This is an optimization exercise on Yosys and OpenROAD, whose aim is small area, not a production implementation.
In this exercise RTL edits were held to simulation tests only and were not proved equivalent to the original.

File: flow/design.v
module pcf2127_rrc (
    input  wire        clk,
    input  wire        rst,           
    input  wire        cmd_valid,
    input  wire [55:0] cmd_word,
    output wire        busy,
    output reg         done,
    output reg  [2:0]  status,
    output reg         bus_init,
    output reg  [7:0]  bus_selid,
    output reg         sel,
    output wire        xfer_req,
    output wire        xfer_rd,
    output reg  [7:0]  xfer_txd,
    input  wire        xfer_ack,
    input  wire        xfer_err,
    input  wire [7:0]  xfer_rxd,
    output wire        diag_valid,
    output wire [4:0]  diag_idx,
    output wire [7:0]  diag_val,
    output reg  [7:0]  t_second,
    output reg  [7:0]  t_minute,
    output reg  [7:0]  t_hour,
    output reg  [7:0]  t_day,
    output reg  [7:0]  t_weekday,
    output reg  [7:0]  t_month,
    output reg  [7:0]  t_year
);
    localparam [4:0] ALM_CTL_IDX  = 5'h01;
    localparam [4:0] PWR_CTL_IDX  = 5'h02;
    localparam [7:0] PWR_MASK     = 8'hE0;
    localparam [7:0] TSOFF_MASK   = 8'h40;
    localparam [7:0] CLKOUT_LP    = 8'h07;
    localparam [7:0] OTPR_MASK    = 8'h20;
    localparam [7:0] WDT_CLR_MASK = 8'hC3;
    localparam [7:0] WDT_SET_1HZ  = 8'h42;
    localparam [7:0] WDT_SET_60TH = 8'h43;
    localparam [7:0] WDT_CTL_OFF  = 8'h03;
    localparam [7:0] ALARM_OFF    = 8'h80;
    localparam [6:0] OTP_WAIT     = 7'd100;
    localparam [2:0] ST_OK        = 3'd0;
    localparam [2:0] ST_ILLEGAL   = 3'd1;
    localparam [2:0] ST_NOT_INIT  = 3'd2;
    localparam [2:0] ST_RANGE     = 3'd3;
    localparam [2:0] ST_TRANSPORT = 3'd4;
    localparam [7:0] OP_INIT     = 8'h00;
    localparam [7:0] OP_RESET    = 8'h01;
    localparam [7:0] OP_OTP      = 8'h02;
    localparam [7:0] OP_LOWPWR   = 8'h03;
    localparam [7:0] OP_DUMP     = 8'h04;
    localparam [7:0] OP_SETTIME  = 8'h05;
    localparam [7:0] OP_READTIME = 8'h06;
    localparam [7:0] OP_ENALM    = 8'h07;
    localparam [7:0] OP_SETALM   = 8'h08;
    localparam [7:0] OP_CLRAF    = 8'h09;
    localparam [7:0] OP_DISALM   = 8'h0A;
    localparam [7:0] OP_ENCDT    = 8'h0B;
    localparam [7:0] OP_SETCDT   = 8'h0C;
    localparam [7:0] OP_CLRCDTF  = 8'h0D;
    localparam [7:0] OP_DISCDT   = 8'h0E;
    localparam [2:0] K_END  = 3'd0;
    localparam [2:0] K_RD   = 3'd1;
    localparam [2:0] K_WR   = 3'd2;
    localparam [2:0] K_WAIT = 3'd3;
    localparam [2:0] K_DIAG = 3'd4;
    localparam [2:0] PH_IDLE  = 3'd0;
    localparam [2:0] PH_CHECK = 3'd1;
    localparam [2:0] PH_START = 3'd2;
    localparam [2:0] PH_ADDR  = 3'd3;
    localparam [2:0] PH_DATA  = 3'd4;
    localparam [2:0] PH_WAIT  = 3'd5;
    localparam [2:0] PH_DIAG  = 3'd6;
    function [7:0] to_bcd;
        input [7:0] n;
        reg [15:0] t;
        begin
            t = ({8'd0, n} / 16'd10) * 16'd16 + ({8'd0, n} % 16'd10);
            to_bcd = t[7:0];
        end
    endfunction
    function [7:0] from_bcd;
        input [7:0] b;
        begin
            from_bcd = b[7:4] * 8'd10 + {4'd0, b[3:0]};
        end
    endfunction
    function [7:0] default_image;
        input [4:0] i;
        begin
            case (i)
                5'h00: default_image = 8'h00;    
                5'h01: default_image = 8'h00;    
                5'h02: default_image = 8'h00;    
                5'h03: default_image = 8'h00;    
                5'h04: default_image = 8'h00;    
                5'h05: default_image = 8'h00;    
                5'h06: default_image = 8'h01;    
                5'h07: default_image = 8'h06;    
                5'h08: default_image = 8'h01;    
                5'h09: default_image = 8'h00;    
                5'h0A: default_image = 8'h80;    
                5'h0B: default_image = 8'h80;    
                5'h0C: default_image = 8'h80;    
                5'h0D: default_image = 8'h80;    
                5'h0E: default_image = 8'h80;    
                5'h0F: default_image = 8'h07;    
                5'h10: default_image = 8'h03;    
                5'h11: default_image = 8'h00;    
                5'h12: default_image = 8'h40;    
                5'h13: default_image = 8'h00;
                5'h14: default_image = 8'h00;
                5'h15: default_image = 8'h00;
                5'h16: default_image = 8'h01;
                5'h17: default_image = 8'h01;
                5'h18: default_image = 8'h00;
                5'h19: default_image = 8'h08;    
                default: default_image = 8'h00;
            endcase
        end
    endfunction
    reg  [2:0]  phase;
    reg  [2:0]  step;
    reg  [4:0]  k;
    reg  [6:0]  dly;
    reg         inited;
    reg  [55:0] ir;
    reg  [7:0]  tmp0;
    reg  [7:0]  tmp1;
    reg  [7:0]  rxb [0:25];
    wire [7:0]  opc = ir[55:48];
    wire [47:0] A   = ir[47:0];
    wire [7:0]  t6_year   = A[47:40];
    wire [7:0]  t6_month  = A[39:32];
    wire [7:0]  t6_day    = A[31:24];
    wire [7:0]  t6_hour   = A[23:16];
    wire [7:0]  t6_minute = A[15:8];
    wire [7:0]  t6_second = A[7:0];
    wire [7:0]  a4_second = A[31:24];
    wire [7:0]  a4_minute = A[23:16];
    wire [7:0]  a4_hour   = A[15:8];
    wire [7:0]  a4_day    = A[7:0];
    wire [15:0] period    = A[15:0];
    wire [7:0]  s8_selid  = A[7:0];
    wire legal = (opc <= OP_DISCDT);
    reg  in_range;
    always @(*) begin
        case (opc)
            OP_SETTIME: in_range = (t6_year <= 8'd99) && (t6_month <= 8'd12) &&
                                   (t6_day <= 8'd31) && (t6_hour <= 8'd23) &&
                                   (t6_minute <= 8'd59) && (t6_second <= 8'd59);
            OP_SETALM:  in_range = (a4_second <= 8'd59) && (a4_minute <= 8'd59) &&
                                   (a4_hour <= 8'd23) && (a4_day <= 8'd31);
            OP_SETCDT:  in_range = (period <= 16'd15359);
            default:    in_range = 1'b1;
        endcase
    end
    reg [2:0] u_kind;
    reg [4:0] u_idx;
    reg [4:0] u_len;
    always @(*) begin
        u_kind = K_END;
        u_idx  = 5'h00;
        u_len  = 5'd1;
        case (opc)
            OP_RESET:
                if (step == 3'd0) begin u_kind = K_WR; u_idx = 5'h00; u_len = 5'd26; end
            OP_OTP:
                case (step)
                    3'd0: begin u_kind = K_RD;   u_idx = 5'h0F; end
                    3'd1: begin u_kind = K_WR;   u_idx = 5'h0F; end
                    3'd2: begin u_kind = K_WAIT;                end
                    3'd3: begin u_kind = K_RD;   u_idx = 5'h0F; end
                    3'd4: begin u_kind = K_WR;   u_idx = 5'h0F; end
                    default: ;
                endcase
            OP_LOWPWR:
                case (step)
                    3'd0: begin u_kind = K_RD; u_idx = PWR_CTL_IDX; end
                    3'd1: begin u_kind = K_RD; u_idx = 5'h12;       end
                    3'd2: begin u_kind = K_WR; u_idx = 5'h0F;       end
                    3'd3: begin u_kind = K_WR; u_idx = PWR_CTL_IDX; end
                    3'd4: begin u_kind = K_WR; u_idx = 5'h12;       end
                    default: ;
                endcase
            OP_DUMP:
                case (step)
                    3'd0: begin u_kind = K_RD;   u_idx = 5'h00; u_len = 5'd26; end
                    3'd1: begin u_kind = K_DIAG;                               end
                    default: ;
                endcase
            OP_SETTIME:
                if (step == 3'd0) begin u_kind = K_WR; u_idx = 5'h03; u_len = 5'd7; end
            OP_READTIME:
                if (step == 3'd0) begin u_kind = K_RD; u_idx = 5'h03; u_len = 5'd7; end
            OP_ENALM, OP_CLRAF, OP_ENCDT, OP_CLRCDTF:
                case (step)
                    3'd0: begin u_kind = K_RD; u_idx = ALM_CTL_IDX; end
                    3'd1: begin u_kind = K_WR; u_idx = ALM_CTL_IDX; end
                    default: ;
                endcase
            OP_SETALM, OP_DISALM:
                case (step)
                    3'd0: begin u_kind = K_RD; u_idx = ALM_CTL_IDX;               end
                    3'd1: begin u_kind = K_WR; u_idx = ALM_CTL_IDX;               end
                    3'd2: begin u_kind = K_WR; u_idx = 5'h0A;       u_len = 5'd5; end
                    default: ;
                endcase
            OP_SETCDT:
                case (step)
                    3'd0: begin u_kind = K_RD; u_idx = ALM_CTL_IDX;               end
                    3'd1: begin u_kind = K_WR; u_idx = ALM_CTL_IDX;               end
                    3'd2: begin u_kind = K_RD; u_idx = 5'h10;                     end
                    3'd3: begin u_kind = K_WR; u_idx = 5'h10;       u_len = 5'd2; end
                    default: ;
                endcase
            OP_DISCDT:
                case (step)
                    3'd0: begin u_kind = K_RD; u_idx = ALM_CTL_IDX;               end
                    3'd1: begin u_kind = K_WR; u_idx = ALM_CTL_IDX;               end
                    3'd2: begin u_kind = K_WR; u_idx = 5'h10;       u_len = 5'd2; end
                    default: ;
                endcase
            default: ;
        endcase
    end
    wire [15:0] ticks_full = (period <= 16'd60) ? period : (period / 16'd60);
    wire [7:0]  ticks      = ticks_full[7:0];
    wire [7:0]  srcb       = (period <= 16'd60) ? WDT_SET_1HZ : WDT_SET_60TH;
    reg [7:0] wdata;
    always @(*) begin
        wdata = 8'h00;
        case (opc)
            OP_RESET:
                wdata = default_image(k);
            OP_OTP:
                if (step == 3'd1) wdata = tmp0 | OTPR_MASK;
                else              wdata = tmp0 & ~OTPR_MASK;
            OP_LOWPWR:
                case (step)
                    3'd2:    wdata = CLKOUT_LP;
                    3'd3:    wdata = tmp0 | PWR_MASK;
                    default: wdata = tmp1 | TSOFF_MASK;
                endcase
            OP_SETTIME:
                case (k)
                    5'd0:    wdata = to_bcd(t6_second);
                    5'd1:    wdata = to_bcd(t6_minute);
                    5'd2:    wdata = to_bcd(t6_hour);
                    5'd3:    wdata = to_bcd(t6_day);
                    5'd4:    wdata = 8'h00;
                    5'd5:    wdata = to_bcd(t6_month);
                    default: wdata = to_bcd(t6_year);
                endcase
            OP_ENALM:
                wdata = tmp0 | 8'h02;
            OP_SETALM:
                if (step == 3'd1) wdata = tmp0 | 8'h02;
                else
                    case (k)
                        5'd0:    wdata = to_bcd(a4_second) & 8'h7F;
                        5'd1:    wdata = to_bcd(a4_minute) & 8'h7F;
                        5'd2:    wdata = to_bcd(a4_hour)   & 8'h7F;
                        5'd3:    wdata = to_bcd(a4_day)    & 8'h7F;
                        default: wdata = ALARM_OFF;
                    endcase
            OP_CLRAF:
                wdata = tmp0 & ~8'h10;
            OP_DISALM:
                if (step == 3'd1) wdata = tmp0 & ~8'h02;
                else              wdata = ALARM_OFF;
            OP_ENCDT:
                wdata = tmp0 | 8'h01;
            OP_SETCDT:
                if (step == 3'd1)    wdata = tmp0 | 8'h01;
                else if (k == 5'd0)  wdata = (tmp0 & ~WDT_CLR_MASK) | srcb;
                else                 wdata = ticks;
            OP_CLRCDTF:
                wdata = tmp0 & ~8'h08;
            OP_DISCDT:
                if (step == 3'd1)    wdata = tmp0 & ~8'h01;
                else if (k == 5'd0)  wdata = WDT_CTL_OFF;
                else                 wdata = 8'h00;
            default: ;
        endcase
    end
    assign busy       = (phase != PH_IDLE);
    assign xfer_req   = (phase == PH_ADDR) || (phase == PH_DATA);
    assign xfer_rd    = (phase == PH_DATA) && (u_kind == K_RD);
    assign diag_valid = (phase == PH_DIAG);
    assign diag_idx   = k;
    assign diag_val   = rxb[k];
    always @(*) begin
        if (phase == PH_ADDR)
            xfer_txd = {(u_kind == K_RD), 2'b01, u_idx};
        else if (u_kind == K_WR)
            xfer_txd = wdata;
        else
            xfer_txd = 8'h00;
    end
    wire xfer_done = xfer_req && (xfer_ack || xfer_err);
    always @(posedge clk) begin
        if (rst) begin
            phase    <= PH_IDLE;
            step     <= 3'd0;
            k        <= 5'd0;
            dly      <= 7'd0;
            inited   <= 1'b0;
            status   <= ST_OK;
            done     <= 1'b0;
            sel      <= 1'b0;
            bus_init <= 1'b0;
        end else begin
            done     <= 1'b0;
            bus_init <= 1'b0;
            case (phase)
                PH_IDLE: begin
                    if (cmd_valid) begin
                        ir    <= cmd_word;
                        phase <= PH_CHECK;
                    end
                end
                PH_CHECK: begin
                    step <= 3'd0;
                    k    <= 5'd0;
                    if (!legal) begin
                        status <= ST_ILLEGAL;
                        done   <= 1'b1;
                        phase  <= PH_IDLE;
                    end else if (opc == OP_INIT) begin
                        bus_selid <= s8_selid;
                        bus_init  <= 1'b1;
                        inited    <= 1'b1;
                        status    <= ST_OK;
                        done      <= 1'b1;
                        phase     <= PH_IDLE;
                    end else if (!inited) begin
                        status <= ST_NOT_INIT;
                        done   <= 1'b1;
                        phase  <= PH_IDLE;
                    end else if (!in_range) begin
                        status <= ST_RANGE;
                        done   <= 1'b1;
                        phase  <= PH_IDLE;
                    end else begin
                        phase <= PH_START;
                    end
                end
                PH_START: begin
                    k <= 5'd0;
                    case (u_kind)
                        K_RD, K_WR: begin
                            sel   <= 1'b1;
                            phase <= PH_ADDR;
                        end
                        K_WAIT: begin
                            dly   <= OTP_WAIT;
                            phase <= PH_WAIT;
                        end
                        K_DIAG: begin
                            phase <= PH_DIAG;
                        end
                        default: begin
                            if (opc == OP_READTIME) begin
                                t_second  <= from_bcd(rxb[0]);
                                t_minute  <= from_bcd(rxb[1]);
                                t_hour    <= from_bcd(rxb[2]);
                                t_day     <= from_bcd(rxb[3]);
                                t_weekday <= from_bcd(rxb[4]);
                                t_month   <= from_bcd(rxb[5]);
                                t_year    <= from_bcd(rxb[6]);
                            end
                            status <= ST_OK;
                            done   <= 1'b1;
                            phase  <= PH_IDLE;
                        end
                    endcase
                end
                PH_ADDR: begin
                    if (xfer_done) begin
                        if (xfer_err) begin
                            sel    <= 1'b0;
                            status <= ST_TRANSPORT;
                            done   <= 1'b1;
                            phase  <= PH_IDLE;
                        end else begin
                            phase <= PH_DATA;
                        end
                    end
                end
                PH_DATA: begin
                    if (xfer_done) begin
                        if (xfer_err) begin
                            sel    <= 1'b0;
                            status <= ST_TRANSPORT;
                            done   <= 1'b1;
                            phase  <= PH_IDLE;
                        end else begin
                            if (u_kind == K_RD) begin
                                rxb[k] <= xfer_rxd;
                                if (opc == OP_LOWPWR && step == 3'd1)
                                    tmp1 <= xfer_rxd;
                                else
                                    tmp0 <= xfer_rxd;
                            end
                            if (k == u_len - 5'd1) begin
                                sel   <= 1'b0;
                                step  <= step + 3'd1;
                                phase <= PH_START;
                            end else begin
                                k <= k + 5'd1;
                            end
                        end
                    end
                end
                PH_WAIT: begin
                    if (dly == 7'd0) begin
                        step  <= step + 3'd1;
                        phase <= PH_START;
                    end else begin
                        dly <= dly - 7'd1;
                    end
                end
                PH_DIAG: begin
                    if (k == 5'd25) begin
                        step  <= step + 3'd1;
                        phase <= PH_START;
                    end else begin
                        k <= k + 5'd1;
                    end
                end
                default: phase <= PH_IDLE;
            endcase
        end
    end
endmodule
File: flow/run.sh
#!/bin/bash
# synth_recipe.tcl (not shown) runs the flow's synth.tcl, then flattens the netlist and writes it again
# the make line also repeats each setting of config.mk as NAME=value (left out here)
make -C /OpenROAD-flow-scripts/flow DESIGN_CONFIG=/design/flow/config.mk WORK_HOME=/design/flow/orfs CLKGATE_MAP_FILE= SYNTH_SCRIPT=/design/flow/synth_recipe.tcl finish
File: flow/config.mk
export PLATFORM = sky130hd
export DESIGN_NAME = pcf2127_rrc
export DESIGN_NICKNAME = pcf2127_rrc
export VERILOG_FILES = /design/flow/design.v
export SDC_FILE = /design/flow/constraint.sdc
export NUM_CORES = 4
export LEC_CHECK = 0
export CAP_MARGIN = 20
export CORE_MARGIN = 2
export CORE_UTILIZATION = 40
export PLACE_DENSITY = 0.6
export SLEW_MARGIN = 20
File: flow/constraint.sdc
create_clock -name core_clock -period 14.0 [get_ports {clk}]
set_input_delay 2.8000 -clock core_clock [delete_from_list [all_inputs] [get_ports {clk}]]
set_output_delay 2.8000 -clock core_clock [all_outputs]
set_load 0.01 [all_outputs]
==> impl_metrics.tcl <==
set metrics [dict create \
    status "timing/DRC/antenna clean" \
    die_x_um 265.9 \
    clk-insertion-delay-late_ns 0.60 \
    grt_max_degree 65 \
    post-dp-hpwl_um 54920 \
    syn_to_final_growth_pct 14.13 \
    antenna_left 0 \
    routed_wirelength_um 76410 \
    io_buffers 163 \
    required_ns 11.20 \
    ys.flop_type "edfxtp_1" \
    drt-initial-drc-count 2113 \
    critPathMaxStageDelay_ns 0.65 \
    yosysWarnings 1 \
    fin_nets 2838 \
    rr_startpoint "ir[52]" \
    synth_edf_count 391 \
    synth_nets 2742 \
    drcViolationCount 0 \
    wl_met2_um 37440 \
    critPathKind "reg2out" \
    async_flop_share_pct 0 \
    p_leak_uw 0.01061 \
    clk_pin_slew_ns 0.06 \
    wl_met1_um 32960 \
    gr-total-overflow 0 \
    r2r_slack_ns 8.78 \
    min_to "t_day[0]" \
    core.rowCount 96 \
    dieArea_mm2 0.07072 \
    numCtsBuffers 47 \
    finalCritPeriodShare_pct 81.97 \
    rsz0062_at_grt "false" \
    ctsHoldBuffers 0 \
    die_h_um 265.9 \
    avgSynthCellArea_um2 10.73 \
    start_kind "register" \
    setup_viol 0 \
    cts-resized-gates 0 \
    max_freq_mhz 87.14 \
    crit_path_max_fanout 16 \
    final.setup_skew_ns 0.01814 \
    diodes 0 \
    hold_path_class "reg2reg" \
    clock-sinks 427 \
    min_from "rxb[3][0]" \
    grt_pass1_vias 20521 \
    grt_pass1_wl_um 118300 \
    timing.final.ws_setup_ns 2.525 \
    start_util_pct 40.23 \
    reg2reg_depth 17 \
    timing.final.max_slew_violations 0 \
    power_uw 3338 \
    cts-htree-levels 2 \
    vdd_drop_max_mv 0.09091 \
    dr.pass1.iters 9 \
    synthTopCellsByArea "edfxtp_1 (43%), mux4_2 (6.6%), ha_1 (4.3%)" \
    gp_congestion 0.9073 \
    fin_util_pct 45.91 \
    relSlewSlack_pct 31.17 \
    core-area_mm2 0.06823 \
    grt_usage_pct 21.08 \
    syn-cell-area_mm2 0.02745 \
    cts_setup_buffers 0 \
    worst_setup_path_end_kind "output pin" \
    maxCapViolations 0 \
    crit_start "ir[22]" \
    fin_crit_ns 11.48 \
    synth_cell_types 115 \
    antenna_found_initial 0 \
    layout-drive-gt1-share_pct 9.453 \
    dp_slack_ns 3.327 \
    arrival_ns 8.68 \
    top_layer "met4" \
    root_buffer "clkbuf_16" \
    hold_depth 0 \
    hold_viol_final 0 \
    pin_count 164 \
    yosys_register_bits 427 \
    crit_path_top_delay_cell "or4_1" \
    cts_tree "done" \
    num_vias 21456 \
    wl_met3_um 3992 \
    clk_path_buf_depth 3 \
    synth_cells 2558 \
    wl_per_cell_um 21.41 \
    vias_per_cell 6.012 \
    tns_ns 0 \
    power_density_mw_per_mm2 106.6 \
    synth_top_area_share_pct 42.78 \
    yosys.area.top_type "edfxtp_1" \
    synth-seq-area-share_pct 45.41 \
    worst_slew_pin_slew_ns 1.029 \
]
-- cells in the final DEF, fill, tap and decap left out, types with 23 or more instances in the layout --
cell             synthesis  final
nand2_1                181    181
a21oi_1                162    162
edfxtp_1               391    391
a31oi_1                 32     32
inv_1                  110    110
nor4_1                  25     24
nor2_1                 237    236
clkbuf_16                0     47
nand2b_1                38     38
and2_1                  24     24
a21o_1                  32     32
buf_4                    4     23
nor3_1                  60     59
dfxtp_1                 36     33
mux2i_1                 36     36
xnor2_1                 99     99
nand3_1                 62     62
clkdlybuf4s50_1          0    163
o21ai_0                135    135
ha_1                    95     95
o211ai_1                23     23
mux4_2                  80     80
nor2b_1                 36     36
a211oi_1                38     38
-- flip-flops by register name, indices dropped and copies added (netlist names), named ones only --
signal     cells
status         3
t_second       8
step           3
t_minute       8
ir            56
t_month        8
inited         1
k              5
t_weekday      8
t_hour         8
done           1
bus_init       1
t_day          8
tmp0           8
tmp1           7
dly            7
t_year         8
sel            1
bus_selid      8
phase          3
rxb          256
-- critical path, delay by kind of cell, from the launching register on --
family                   cells  cell delay, ns
AND/OR/NAND/NOR              8            2.05
adder cells (fa/ha/maj)      4            1.22
AO/OA/AOI/OAI               12            2.45
flip-flops                   1            0.61
buffers and inverters        3            0.96
XOR/XNOR                     2            0.52
multiplexers                 1            0.27
-- cell families (layout without fill, tap and decap cells) --
group,Yosys count,count (layout),share of synthesized area [%]
buffers and inverters,255,384,3.779
adders and majority gates,126,126,6.200
muxes,130,130,8.452
xor gates and xnor gates,117,117,3.734
DFF,427,427,45.41
and+or+nand+nor,785,785,14.07
AOI/OAI and AO/OA,718,718,18.35
-- synthesized netlist by cell type, drive strengths merged, types with 16 or more instances --
cell type,n
edfxtp,391
nor2,240
nand2,181
a21oi,164
o21ai,149
inv,114
xnor2,99
ha,95
clkbuf,91
mux4,80
nand3,62
nor3,61
buf,48
a211oi,42
nand2b,38
dfxtp,36
mux2i,36
nor2b,36
a21o,32
a31oi,32
and2,27
o211ai,27
nor4,26
a221oi,24
o22ai,22
nand3b,21
fa,20
nand4,19
xor2,18
o31ai,16
-- routing by layer --
layer | global-route usage (%) | up-vias
li1 | - | 10020
met2 | 36.15 | 784
met3 | 2.643 | 123
met4 | 5.891 | 0
met1 | 28.09 | 10529
met5 | 0 | -
-- through the flow --
stage | hold slack, ns | cells | area, um2
6_report | 0.4497 | 3569 | 31320
5_1_grt | 0.4846 | 3569 | 31320
4_1_cts | 0.4487 | 3569 | 31320
3_5_place_dp | 0.4288 | 3487 | 29780
3_3_place_gp | 0.4308 | 3487 | 29780
2_1_floorplan | 0.4206 | 2558 | 27450
-- report_power, final --
part | internal (uW) | total [uW] | switching [uW]
logic | 279 | 677 | 398
registers | 1400 | 1430 | 34.7
clock network | 697 | 1230 | 530
-- layout make-up --
class	instances	area [um2]
sequential	427	12470
inverter	116	437.9
clock buffer	58	1247
clock inverter	24	292.8
timing repair buffer	186	1804
fill	6216	36900
tap	882	1104
multi-input combinational	1876	13970
-- worst max path at each step --
| stage | to |
|---|---|
| after global routing | xfer_txd[6] |
| after floorplan | xfer_txd[6] |
| after global placement | xfer_txd[6] |
| final | xfer_txd[6] |
| after detailed placement | xfer_txd[6] |
| after CTS | xfer_txd[6] |

-- afterwards: timing with drivers on the ports --
Ports are ideal in the flow. The routed layout listed here was re-timed in OpenROAD.
Step 1, drivers: a clkbuf_16 drives clk and a buf_2 each remaining input, both assumed.
Step 2, shift: input delay + t, output delay - t, t = (earliest + latest rising clock arrival at the registers) / 2. This alone moves slack from input paths to output paths.
Slacks: ideal / step 1 / step 2; pairs: ideal / step 1.
shift t [ns]: 0.655
slack for setup (ns): 2.525 / 2.465 / 3.119
worst hold slack (ns): 0.450 / 0.450 / 0.450
clock arrival spread, ns: 0.027 / 0.027
worst register clock-pin slew, ns: 0.07 / 0.07
After both steps setup and hold are still met in this run. The setup slack of this run moves by -0.060 ns with the drivers and by +0.594 ns with both steps.
